Background: an optimization exercise with open tools, aiming at small area and a short achievable clock period. Do not read the settings as production practice.
The RTL was checked by simulation tests, not by an equivalence proof against the original design.
Power and IR drop assume default switching activity.

==> inputs of amber <==
==> flow/design.v <==
module mips8_engine (
    input  wire        clk,
    input  wire        reset,
    input  wire        host_rf_we,
    input  wire [4:0]  host_rf_idx,
    input  wire [31:0] host_rf_wdata,
    input  wire        host_rf_wpresent,
    output wire [31:0] host_rf_rdata,
    output wire        host_rf_rpresent,
    output wire        imem_req,
    output wire [31:0] imem_addr,
    input  wire        imem_valid,
    input  wire [63:0] imem_data,
    output wire        dmem_re,
    output wire        dmem_we,
    output wire [31:0] dmem_addr,
    output wire [31:0] dmem_wdata,
    input  wire [31:0] dmem_rdata,
    input  wire        dmem_present,
    output wire [7:0]  report_occ,
    output wire        report_stall,
    output wire        finished,
    output wire [2:0]  fault_code,
    output wire [31:0] fault_value,
    output wire [63:0] fault_word
);
    localparam [2:0] F_NONE    = 3'd0;
    localparam [2:0] F_ILLEGAL = 3'd1;
    localparam [2:0] F_REGABS  = 3'd2;
    localparam [2:0] F_MEMABS  = 3'd3;
    localparam [2:0] F_FETCH   = 3'd4;
    reg [31:0] rf      [0:31];
    reg [31:0] rf_present;
    reg [31:0] fetch_ptr;
    reg        finished_r;
    reg [2:0]  fault_code_r;
    reg        if1_v;
    reg [63:0] if1_instr;
    reg        if2_v;
    reg [63:0] if2_instr;
    reg        id_v;
    reg        id_stall;         
    reg        id_sub;
    reg        id_load;
    reg        id_store;
    reg        id_branch;
    reg        id_alu_reg;       
    reg        id_we;            
    reg        id_rr2;           
    reg [4:0]  id_rs;
    reg [4:0]  id_rt;
    reg [4:0]  id_wreg;
    reg [31:0] id_k;             
    reg [31:0] id_v1;            
    reg        id_p1;            
    reg [4:0]  id_s1;            
    reg        id_nz1;           
    reg [31:0] id_v2;            
    reg        id_p2;
    reg [4:0]  id_s2;
    reg        ex_v;
    reg        ex_we;
    reg        ex_load;
    reg        ex_store;
    reg [4:0]  ex_wreg;
    reg [31:0] ex_alu;
    reg [31:0] ex_opval2;
    reg        m1_v, m2_v, m3_v;
    reg        m1_we, m2_we, m3_we;
    reg [4:0]  m1_wreg, m2_wreg, m3_wreg;
    reg [31:0] m1_val, m2_val, m3_val;
    reg        m1_nz, m2_nz, m3_nz;    
    wire running = !reset && !finished_r && (fault_code_r == F_NONE);
    wire wb_v  = m3_v && m3_we;           
    wire wb_we = running && wb_v;          
    assign dmem_re    = running && ex_v && ex_load;
    assign dmem_we    = running && ex_v && ex_store;
    assign dmem_addr  = ex_alu;
    assign dmem_wdata = ex_opval2;
    wire mem_fault = dmem_re && !dmem_present;
    wire stall_cycle = id_v && id_stall;
    wire exec        = id_v && !id_stall;
    wire [31:0] opval1 = ({32{id_s1[0]}} & ex_alu)
                       | ({32{id_s1[1]}} & m1_val)
                       | ({32{id_s1[2]}} & m2_val)
                       | ({32{id_s1[3]}} & m3_val)
                       | ({32{id_s1[4]}} & id_v1);
    wire        pres1  = !id_s1[4] || id_p1;
    wire [31:0] opval2 = ({32{id_s2[0]}} & ex_alu)
                       | ({32{id_s2[1]}} & m1_val)
                       | ({32{id_s2[2]}} & m2_val)
                       | ({32{id_s2[3]}} & m3_val)
                       | ({32{id_s2[4]}} & id_v2);
    wire        pres2  = !id_s2[4] || id_p2;
    wire reg_fault1 = exec && !pres1;
    wire reg_fault2 = exec && id_rr2 && !pres2;
    wire reg_fault  = reg_fault1 || reg_fault2;
    wire [31:0] alu_b   = id_alu_reg ? opval2 : id_k;
    wire [31:0] alu_res = opval1 + (alu_b ^ {32{id_sub}}) + {31'd0, id_sub};
    wire        ex_nz   = ex_alu != 32'd0;
    wire        nz1     = (id_s1[0] && ex_nz) || (id_s1[1] && m1_nz) ||
                          (id_s1[2] && m2_nz) || (id_s1[3] && m3_nz) ||
                          (id_s1[4] && id_nz1);
    wire        taken   = exec && id_branch && nz1;
    wire [7:0]  d_rd  = if2_instr[55:48];
    wire [7:0]  d_rs  = if2_instr[47:40];
    wire [7:0]  d_rt  = if2_instr[39:32];
    wire [31:0] d_imm = if2_instr[31:0];
    wire f_add_r = (if2_instr & 64'hFF00_0000_FFFF_FFFF) == 64'h0000_0000_0000_0000;
    wire f_add_l = (if2_instr & 64'hFF00_00FF_0000_0000) == 64'h0800_0000_0000_0000;
    wire f_sub_r = (if2_instr & 64'hFF00_0000_FFFF_FFFF) == 64'h1000_0000_0000_0000;
    wire f_sub_l = (if2_instr & 64'hFF00_00FF_0000_0000) == 64'h1800_0000_0000_0000;
    wire f_load  = (if2_instr & 64'hFFFF_0000_0000_0000) == 64'h2000_0000_0000_0000;
    wire f_store = (if2_instr & 64'hFFFF_0000_0000_0000) == 64'h3000_0000_0000_0000;
    wire f_bnz   = (if2_instr & 64'hFFFF_00FF_0000_0000) == 64'h4000_0000_0000_0000;
    wire d_arith  = f_add_r || f_add_l || f_sub_r || f_sub_l;
    wire d_reg2   = f_add_r || f_sub_r || f_store;           
    wire d_uses_rt = f_add_r || f_sub_r || f_load || f_store;
    wire d_regs_ok = (d_rs[7:5] == 3'd0)
                  && (!d_arith   || d_rd[7:5] == 3'd0)
                  && (!d_uses_rt || d_rt[7:5] == 3'd0);
    wire d_legal  = (d_arith || f_load || f_store || f_bnz) && d_regs_ok;
    wire [4:0] d_wreg = f_load ? d_rt[4:0] : d_rd[4:0];
    wire       d_we   = d_arith || f_load;
    wire [31:0] if2_pc    = fetch_ptr + {31'h7FFF_FFFF, !if1_v};
    wire [31:0] id_target = if2_pc + d_imm;
    wire illegal_fault = !stall_cycle && running && if2_v && !d_legal;
    wire e_hit  = exec && id_load &&
                  (id_wreg == d_rs[4:0] || (d_reg2 && id_wreg == d_rt[4:0]));
    wire m1_hit = ex_v && ex_load &&
                  (ex_wreg == d_rs[4:0] || (d_reg2 && ex_wreg == d_rt[4:0]));
    wire d_stall = e_hit || m1_hit;
    wire [4:0]  r1_idx  = stall_cycle ? id_rs : d_rs[4:0];
    wire [4:0]  r2_idx  = finished_r ? host_rf_idx :
                          stall_cycle ? id_rt : d_rt[4:0];
    wire [31:0] rf_rd1  = rf[r1_idx];
    wire        rf_rp1  = rf_present[r1_idx];
    wire [4:0]  r2_pipe = stall_cycle ? id_rt : d_rt[4:0];
    wire [31:0] oh2     = finished_r ? (32'd1 << host_rf_idx) : (32'd1 << r2_pipe);
    reg  [31:0] rf_rd2;
    reg         rf_rp2;
    integer     k;
    always @(*) begin
        rf_rd2 = 32'd0;
        rf_rp2 = 1'b0;
        for (k = 0; k < 32; k = k + 1) begin
            rf_rd2 = rf_rd2 | ({32{oh2[k]}} & rf[k]);
            rf_rp2 = rf_rp2 | (oh2[k] & rf_present[k]);
        end
    end
    assign host_rf_rdata    = rf_rd2;
    assign host_rf_rpresent = rf_rp2;
    function [4:0] fsel;
        input [4:0] r;
        begin
            if (exec && id_we && !id_load && id_wreg == r) fsel = 5'b00001;
            else if (ex_v && ex_we && ex_wreg == r)        fsel = 5'b00010;
            else if (m1_v && m1_we && m1_wreg == r)        fsel = 5'b00100;
            else if (m2_v && m2_we && m2_wreg == r)        fsel = 5'b01000;
            else                                           fsel = 5'b10000;
        end
    endfunction
    wire        wb_hit1 = wb_v && m3_wreg == r1_idx;
    wire        wb_hit2 = wb_v && m3_wreg == r2_idx;
    wire [31:0] n_v1    = wb_hit1 ? m3_val : rf_rd1;
    wire        n_p1    = wb_hit1 || rf_rp1;
    wire [31:0] n_v2    = wb_hit2 ? m3_val : rf_rd2;
    wire        n_p2    = wb_hit2 || rf_rp2;
    wire        n_nz1   = wb_hit1 ? m3_nz : (rf_rd1 != 32'd0);
    wire [4:0]  n_s1    = fsel(r1_idx);
    wire [4:0]  n_s2    = fsel(r2_idx);
    wire [31:0] fp = taken ? id_k : fetch_ptr;
    assign imem_req  = running && !stall_cycle && !mem_fault && !reg_fault && !illegal_fault;
    assign imem_addr = fp;
    wire fetch_fault = imem_req && fp[31];
    wire fetch_ok    = !fp[31] && imem_valid;
    wire any_fault = mem_fault || reg_fault || illegal_fault || fetch_fault;
    wire adv       = running && !any_fault;      
    wire adv_front = adv && !stall_cycle;        
    assign report_stall  = running && stall_cycle;
    assign report_occ[0] = running && (stall_cycle ? if1_v : fetch_ok);
    assign report_occ[1] = running && (stall_cycle ? if2_v : (if1_v && !taken));
    assign report_occ[2] = running && (stall_cycle ? 1'b1  : (if2_v && !taken));
    assign report_occ[3] = running && exec;
    assign report_occ[4] = running && ex_v;
    assign report_occ[5] = running && m1_v;
    assign report_occ[6] = running && m2_v;
    assign report_occ[7] = running && m3_v;
    assign finished    = finished_r;
    assign fault_code  = fault_code_r;
    assign fault_value = fetch_ptr;
    assign fault_word  = if2_instr;
    wire [31:0] fault_val = mem_fault     ? ex_alu :
                            reg_fault     ? {27'd0, reg_fault1 ? id_rs : id_rt} :
                            illegal_fault ? if2_pc : fp;
    always @(posedge clk) begin
        if (reset && host_rf_we) begin
            rf[host_rf_idx]         <= host_rf_wdata;
            rf_present[host_rf_idx] <= host_rf_wpresent;
        end else if (wb_we) begin
            rf[m3_wreg]         <= m3_val;
            rf_present[m3_wreg] <= 1'b1;
        end
    end
    always @(posedge clk) begin
        if (reset) begin
            fault_code_r <= F_NONE;
        end else if (running && any_fault) begin
            if (mem_fault)
                fault_code_r <= F_MEMABS;
            else if (reg_fault)
                fault_code_r <= F_REGABS;
            else if (illegal_fault)
                fault_code_r <= F_ILLEGAL;
            else
                fault_code_r <= F_FETCH;
        end
    end
    wire next_id_v  = if2_v && !taken;
    wire next_if2_v = if1_v && !taken;
    always @(posedge clk) begin
        m3_v    <= !reset && m2_v;
        m3_we   <= m2_we;
        m3_wreg <= m2_wreg;
        m3_val  <= m2_val;
        m2_v    <= !reset && m1_v;
        m2_we   <= m1_we;
        m2_wreg <= m1_wreg;
        m2_val  <= m1_val;
        m1_v    <= !reset && ex_v;
        m1_we   <= ex_we;
        m1_wreg <= ex_wreg;
        m1_val  <= ex_load ? dmem_rdata : ex_alu;
        m1_nz   <= ex_load ? (dmem_rdata != 32'd0) : ex_nz;
        m2_nz   <= m1_nz;
        m3_nz   <= m2_nz;
        ex_v      <= !reset && exec;       
        ex_we     <= id_we;
        ex_load   <= id_load;
        ex_store  <= id_store;
        ex_wreg   <= id_wreg;
        ex_opval2 <= opval2;
    end
    always @(posedge clk) begin
        ex_alu <= alu_res;
        id_v1  <= n_v1;
        id_p1  <= n_p1;
        id_nz1 <= n_nz1;
        id_s1  <= n_s1;
        id_v2  <= n_v2;
        id_p2  <= n_p2;
        id_s2  <= n_s2;
    end
    always @(posedge clk) begin
        if (reset) begin
            fetch_ptr  <= 32'd0;
            finished_r <= 1'b0;
            if1_v <= 1'b0;
            if2_v <= 1'b0;
            id_v  <= 1'b0;
        end else if (running) begin
            if (any_fault) begin
                fetch_ptr <= fault_val;
            end else if (stall_cycle) begin
                id_stall <= 1'b0;
                finished_r <= 1'b0;
            end else begin
                id_v      <= next_id_v;
                id_stall  <= d_stall;
                id_sub    <= f_sub_r || f_sub_l;
                id_load   <= f_load;
                id_store  <= f_store;
                id_branch <= f_bnz;
                id_alu_reg <= f_add_r || f_sub_r;
                id_we     <= d_we;
                id_rr2    <= d_reg2;
                id_rs     <= d_rs[4:0];
                id_rt     <= d_rt[4:0];
                id_wreg   <= d_wreg;
                id_k      <= f_bnz ? id_target : d_imm;
                if2_v     <= next_if2_v;
                if2_instr <= if1_instr;
                if1_v <= fetch_ok;
                if (fetch_ok) begin
                    if1_instr <= imem_data;
                    fetch_ptr <= fp + 32'd1;
                end else begin
                    fetch_ptr <= fp;
                end
                finished_r <= !fetch_ok && !m2_v && !m1_v && !ex_v && !exec
                              && !next_id_v && !next_if2_v;
            end
        end
    end
endmodule
==> flow/run.sh <==
#!/bin/bash
# synth_recipe.tcl (not shown) runs the flow's synth.tcl, then flattens the netlist and writes it again
# the make line also repeats each setting of config.mk as NAME=value (left out here)
make -C /OpenROAD-flow-scripts/flow DESIGN_CONFIG=/design/flow/config.mk WORK_HOME=/design/flow/orfs CLKGATE_MAP_FILE= SYNTH_SCRIPT=/design/flow/synth_recipe.tcl finish
==> flow/config.mk <==
export PLATFORM = sky130hd
export DESIGN_NAME = mips8_engine
export DESIGN_NICKNAME = mips8_engine
export VERILOG_FILES = /design/flow/design.v
export SDC_FILE = /design/flow/constraint.sdc
export NUM_CORES = 4
export LEC_CHECK = 0
export CAP_MARGIN = 20
export CORE_MARGIN = 2
export CORE_UTILIZATION = 50
export SETUP_SLACK_MARGIN = 4.5
export SLEW_MARGIN = 20
==> flow/constraint.sdc <==
create_clock -name core_clock -period 11.0 [get_ports {clk}]
set_input_delay 2.2000 -clock core_clock [delete_from_list [all_inputs] [get_ports {clk}]]
set_output_delay 2.2000 -clock core_clock [all_outputs]
set_load 0.01 [all_outputs]
==> inputs of zinc, as changes to amber <==
--- a/flow/design.v
+++ b/flow/design.v
@@ -34,6 +34,7 @@
     reg [31:0] fetch_ptr;
     reg        finished_r;
     reg [2:0]  fault_code_r;
+    reg        fault_rt;         
     reg        if1_v;
     reg [63:0] if1_instr;
     reg        if2_v;
@@ -53,11 +54,10 @@
     reg [31:0] id_k;             
     reg [31:0] id_v1;            
     reg        id_p1;            
-    reg [4:0]  id_s1;            
-    reg        id_nz1;           
+    reg [3:0]  id_s1;            
     reg [31:0] id_v2;            
     reg        id_p2;
-    reg [4:0]  id_s2;
+    reg [3:0]  id_s2;
     reg        ex_v;
     reg        ex_we;
     reg        ex_load;
@@ -69,7 +69,6 @@
     reg        m1_we, m2_we, m3_we;
     reg [4:0]  m1_wreg, m2_wreg, m3_wreg;
     reg [31:0] m1_val, m2_val, m3_val;
-    reg        m1_nz, m2_nz, m3_nz;    
     wire running = !reset && !finished_r && (fault_code_r == F_NONE);
     wire wb_v  = m3_v && m3_we;           
     wire wb_we = running && wb_v;          
@@ -84,24 +83,20 @@
                        | ({32{id_s1[1]}} & m1_val)
                        | ({32{id_s1[2]}} & m2_val)
                        | ({32{id_s1[3]}} & m3_val)
-                       | ({32{id_s1[4]}} & id_v1);
-    wire        pres1  = !id_s1[4] || id_p1;
+                       | ({32{id_s1 == 4'd0}} & id_v1);
+    wire        pres1  = (id_s1 != 4'd0) || id_p1;
     wire [31:0] opval2 = ({32{id_s2[0]}} & ex_alu)
                        | ({32{id_s2[1]}} & m1_val)
                        | ({32{id_s2[2]}} & m2_val)
                        | ({32{id_s2[3]}} & m3_val)
-                       | ({32{id_s2[4]}} & id_v2);
-    wire        pres2  = !id_s2[4] || id_p2;
+                       | ({32{id_s2 == 4'd0}} & id_v2);
+    wire        pres2  = (id_s2 != 4'd0) || id_p2;
     wire reg_fault1 = exec && !pres1;
     wire reg_fault2 = exec && id_rr2 && !pres2;
     wire reg_fault  = reg_fault1 || reg_fault2;
     wire [31:0] alu_b   = id_alu_reg ? opval2 : id_k;
-    wire [31:0] alu_res = opval1 + (alu_b ^ {32{id_sub}}) + {31'd0, id_sub};
-    wire        ex_nz   = ex_alu != 32'd0;
-    wire        nz1     = (id_s1[0] && ex_nz) || (id_s1[1] && m1_nz) ||
-                          (id_s1[2] && m2_nz) || (id_s1[3] && m3_nz) ||
-                          (id_s1[4] && id_nz1);
-    wire        taken   = exec && id_branch && nz1;
+    wire [31:0] alu_res = id_sub ? (opval1 - alu_b) : (opval1 + alu_b);
+    wire        taken   = exec && id_branch && (opval1 != 32'd0);
     wire [7:0]  d_rd  = if2_instr[55:48];
     wire [7:0]  d_rs  = if2_instr[47:40];
     wire [7:0]  d_rt  = if2_instr[39:32];
@@ -150,14 +145,14 @@
     end
     assign host_rf_rdata    = rf_rd2;
     assign host_rf_rpresent = rf_rp2;
-    function [4:0] fsel;
+    function [3:0] fsel;
         input [4:0] r;
         begin
-            if (exec && id_we && !id_load && id_wreg == r) fsel = 5'b00001;
-            else if (ex_v && ex_we && ex_wreg == r)        fsel = 5'b00010;
-            else if (m1_v && m1_we && m1_wreg == r)        fsel = 5'b00100;
-            else if (m2_v && m2_we && m2_wreg == r)        fsel = 5'b01000;
-            else                                           fsel = 5'b10000;
+            if (exec && id_we && !id_load && id_wreg == r) fsel = 4'b0001;
+            else if (ex_v && ex_we && ex_wreg == r)        fsel = 4'b0010;
+            else if (m1_v && m1_we && m1_wreg == r)        fsel = 4'b0100;
+            else if (m2_v && m2_we && m2_wreg == r)        fsel = 4'b1000;
+            else                                           fsel = 4'b0000;
         end
     endfunction
     wire        wb_hit1 = wb_v && m3_wreg == r1_idx;
@@ -166,9 +161,8 @@
     wire        n_p1    = wb_hit1 || rf_rp1;
     wire [31:0] n_v2    = wb_hit2 ? m3_val : rf_rd2;
     wire        n_p2    = wb_hit2 || rf_rp2;
-    wire        n_nz1   = wb_hit1 ? m3_nz : (rf_rd1 != 32'd0);
-    wire [4:0]  n_s1    = fsel(r1_idx);
-    wire [4:0]  n_s2    = fsel(r2_idx);
+    wire [3:0]  n_s1    = fsel(r1_idx);
+    wire [3:0]  n_s2    = fsel(r2_idx);
     wire [31:0] fp = taken ? id_k : fetch_ptr;
     assign imem_req  = running && !stall_cycle && !mem_fault && !reg_fault && !illegal_fault;
     assign imem_addr = fp;
@@ -188,11 +182,17 @@
     assign report_occ[7] = running && m3_v;
     assign finished    = finished_r;
     assign fault_code  = fault_code_r;
-    assign fault_value = fetch_ptr;
+    reg [31:0] fault_value_c;
+    always @(*) begin
+        case (fault_code_r)
+            F_ILLEGAL: fault_value_c = if2_pc;
+            F_REGABS:  fault_value_c = {27'd0, fault_rt ? id_rt : id_rs};
+            F_MEMABS:  fault_value_c = ex_alu;
+            default:   fault_value_c = fetch_ptr;
+        endcase
+    end
+    assign fault_value = fault_value_c;
     assign fault_word  = if2_instr;
-    wire [31:0] fault_val = mem_fault     ? ex_alu :
-                            reg_fault     ? {27'd0, reg_fault1 ? id_rs : id_rt} :
-                            illegal_fault ? if2_pc : fp;
     always @(posedge clk) begin
         if (reset && host_rf_we) begin
             rf[host_rf_idx]         <= host_rf_wdata;
@@ -206,6 +206,7 @@
         if (reset) begin
             fault_code_r <= F_NONE;
         end else if (running && any_fault) begin
+            fault_rt <= !reg_fault1;
             if (mem_fault)
                 fault_code_r <= F_MEMABS;
             else if (reg_fault)
@@ -231,9 +232,6 @@
         m1_we   <= ex_we;
         m1_wreg <= ex_wreg;
         m1_val  <= ex_load ? dmem_rdata : ex_alu;
-        m1_nz   <= ex_load ? (dmem_rdata != 32'd0) : ex_nz;
-        m2_nz   <= m1_nz;
-        m3_nz   <= m2_nz;
         ex_v      <= !reset && exec;       
         ex_we     <= id_we;
         ex_load   <= id_load;
@@ -242,14 +240,18 @@
         ex_opval2 <= opval2;
     end
     always @(posedge clk) begin
-        ex_alu <= alu_res;
-        id_v1  <= n_v1;
-        id_p1  <= n_p1;
-        id_nz1 <= n_nz1;
-        id_s1  <= n_s1;
-        id_v2  <= n_v2;
-        id_p2  <= n_p2;
-        id_s2  <= n_s2;
+        if (adv)
+            ex_alu <= alu_res;
+    end
+    always @(posedge clk) begin
+        if (adv) begin
+            id_v1 <= n_v1;
+            id_p1 <= n_p1;
+            id_s1 <= n_s1;
+            id_v2 <= n_v2;
+            id_p2 <= n_p2;
+            id_s2 <= n_s2;
+        end
     end
     always @(posedge clk) begin
         if (reset) begin
@@ -260,7 +262,8 @@
             id_v  <= 1'b0;
         end else if (running) begin
             if (any_fault) begin
-                fetch_ptr <= fault_val;
+                if (fetch_fault)
+                    fetch_ptr <= fp;
             end else if (stall_cycle) begin
                 id_stall <= 1'b0;
                 finished_r <= 1'b0;
--- a/flow/config.mk
+++ b/flow/config.mk
@@ -7,6 +7,6 @@
 export LEC_CHECK = 0
 export CAP_MARGIN = 20
 export CORE_MARGIN = 2
-export CORE_UTILIZATION = 50
-export SETUP_SLACK_MARGIN = 4.5
+export CORE_UTILIZATION = 40
+export SETUP_SLACK_MARGIN = 4.0
 export SLEW_MARGIN = 20
==> run summary <==
| metric | zinc | amber |
|---|---|---|
| Result of the run | timing/DRC/antenna clean | timing/DRC/antenna clean |
| Maximum operating frequency | 142 MHz | 146 MHz |
| First-pass GRT wire length | 466000 µm | 456000 µm |
| Share of the clock period used by the worst path | 0.642 | 0.622 |
| Mean instance size in the synthesized netlist | 11.0 µm² | 12.2 µm² |
| Post-Layout Cell Count | 9740 | 8641 |
| Slew @ Worst Pin | 1.41 ns | 1.37 ns |
| Final-layout non-clock buffer area share | 0.0802 | 0.107 |
| Post-Place Cells | 9245 | 7992 |
| Adder and majority gate portion of the synthesized area | 0.0127 | 0.0127 |
| Maximum number of pins on one net before global-route repair | 138 | 152 |
| Clk pwr share | 0.318 | 0.313 |
| Count of buffering cells on the critical path with inverters included | 6 | 7 |
| Clock distribution power | 0.00587 W | 0.00576 W |
| Share of power burned in combinational logic | 0.269 | 0.279 |
| Met3 routed wirelength | 49800 µm | 51000 µm |
| Total number of multi-input combinational cells | 4603 | 3948 |
| Number of global-route vias before repair | 60100 | 57700 |
| Unique cell type count in the Yosys netlist | 81 | 99 |
| Area fraction in compound gates after synthesis | 0.143 | 0.154 |
| Gp weighted congestion | 0.986 | 0.991 |
| Mean routed wirelength per cell | 35.0 µm | 39.1 µm |
| Length of routed wiring on met1 | 118000 µm | 115000 µm |
| Count of inverters not on the clock network in the layout | 101 | 54 |
| Fill count | 16300 | 11100 |
| Sequential cell power | 0.00761 W | 0.00753 W |
| Share of layout cells above drive strength 1 | 0.135 | 0.197 |

## separate check: timing with driven ports
Ports are ideal in the flow. The routed layouts listed here were re-timed in OpenROAD.
Step 1, drivers: a clkbuf_16 drives clk and a buf_2 each remaining input, both assumed.
Step 2 times the ports against the registers' clock, not the clock port: input delays grow and output delays shrink by t, the midpoint of the rising clock arrivals with the driver on.
Slacks: no drivers / after step 1 / after step 2; pairs: no drivers / after step 1.
run	t (ns)	slack for setup (ns)	worst setup path after step 2
amber	0.883	4.163 / 4.101 / 4.099	input to register
zinc	0.913	3.934 / 3.847 / 3.638	input to register
After both steps every run listed still meets setup and hold. For zinc, which loses most, drivers alone change the setup slack by -0.087 ns; drivers and shift together by -0.296 ns.
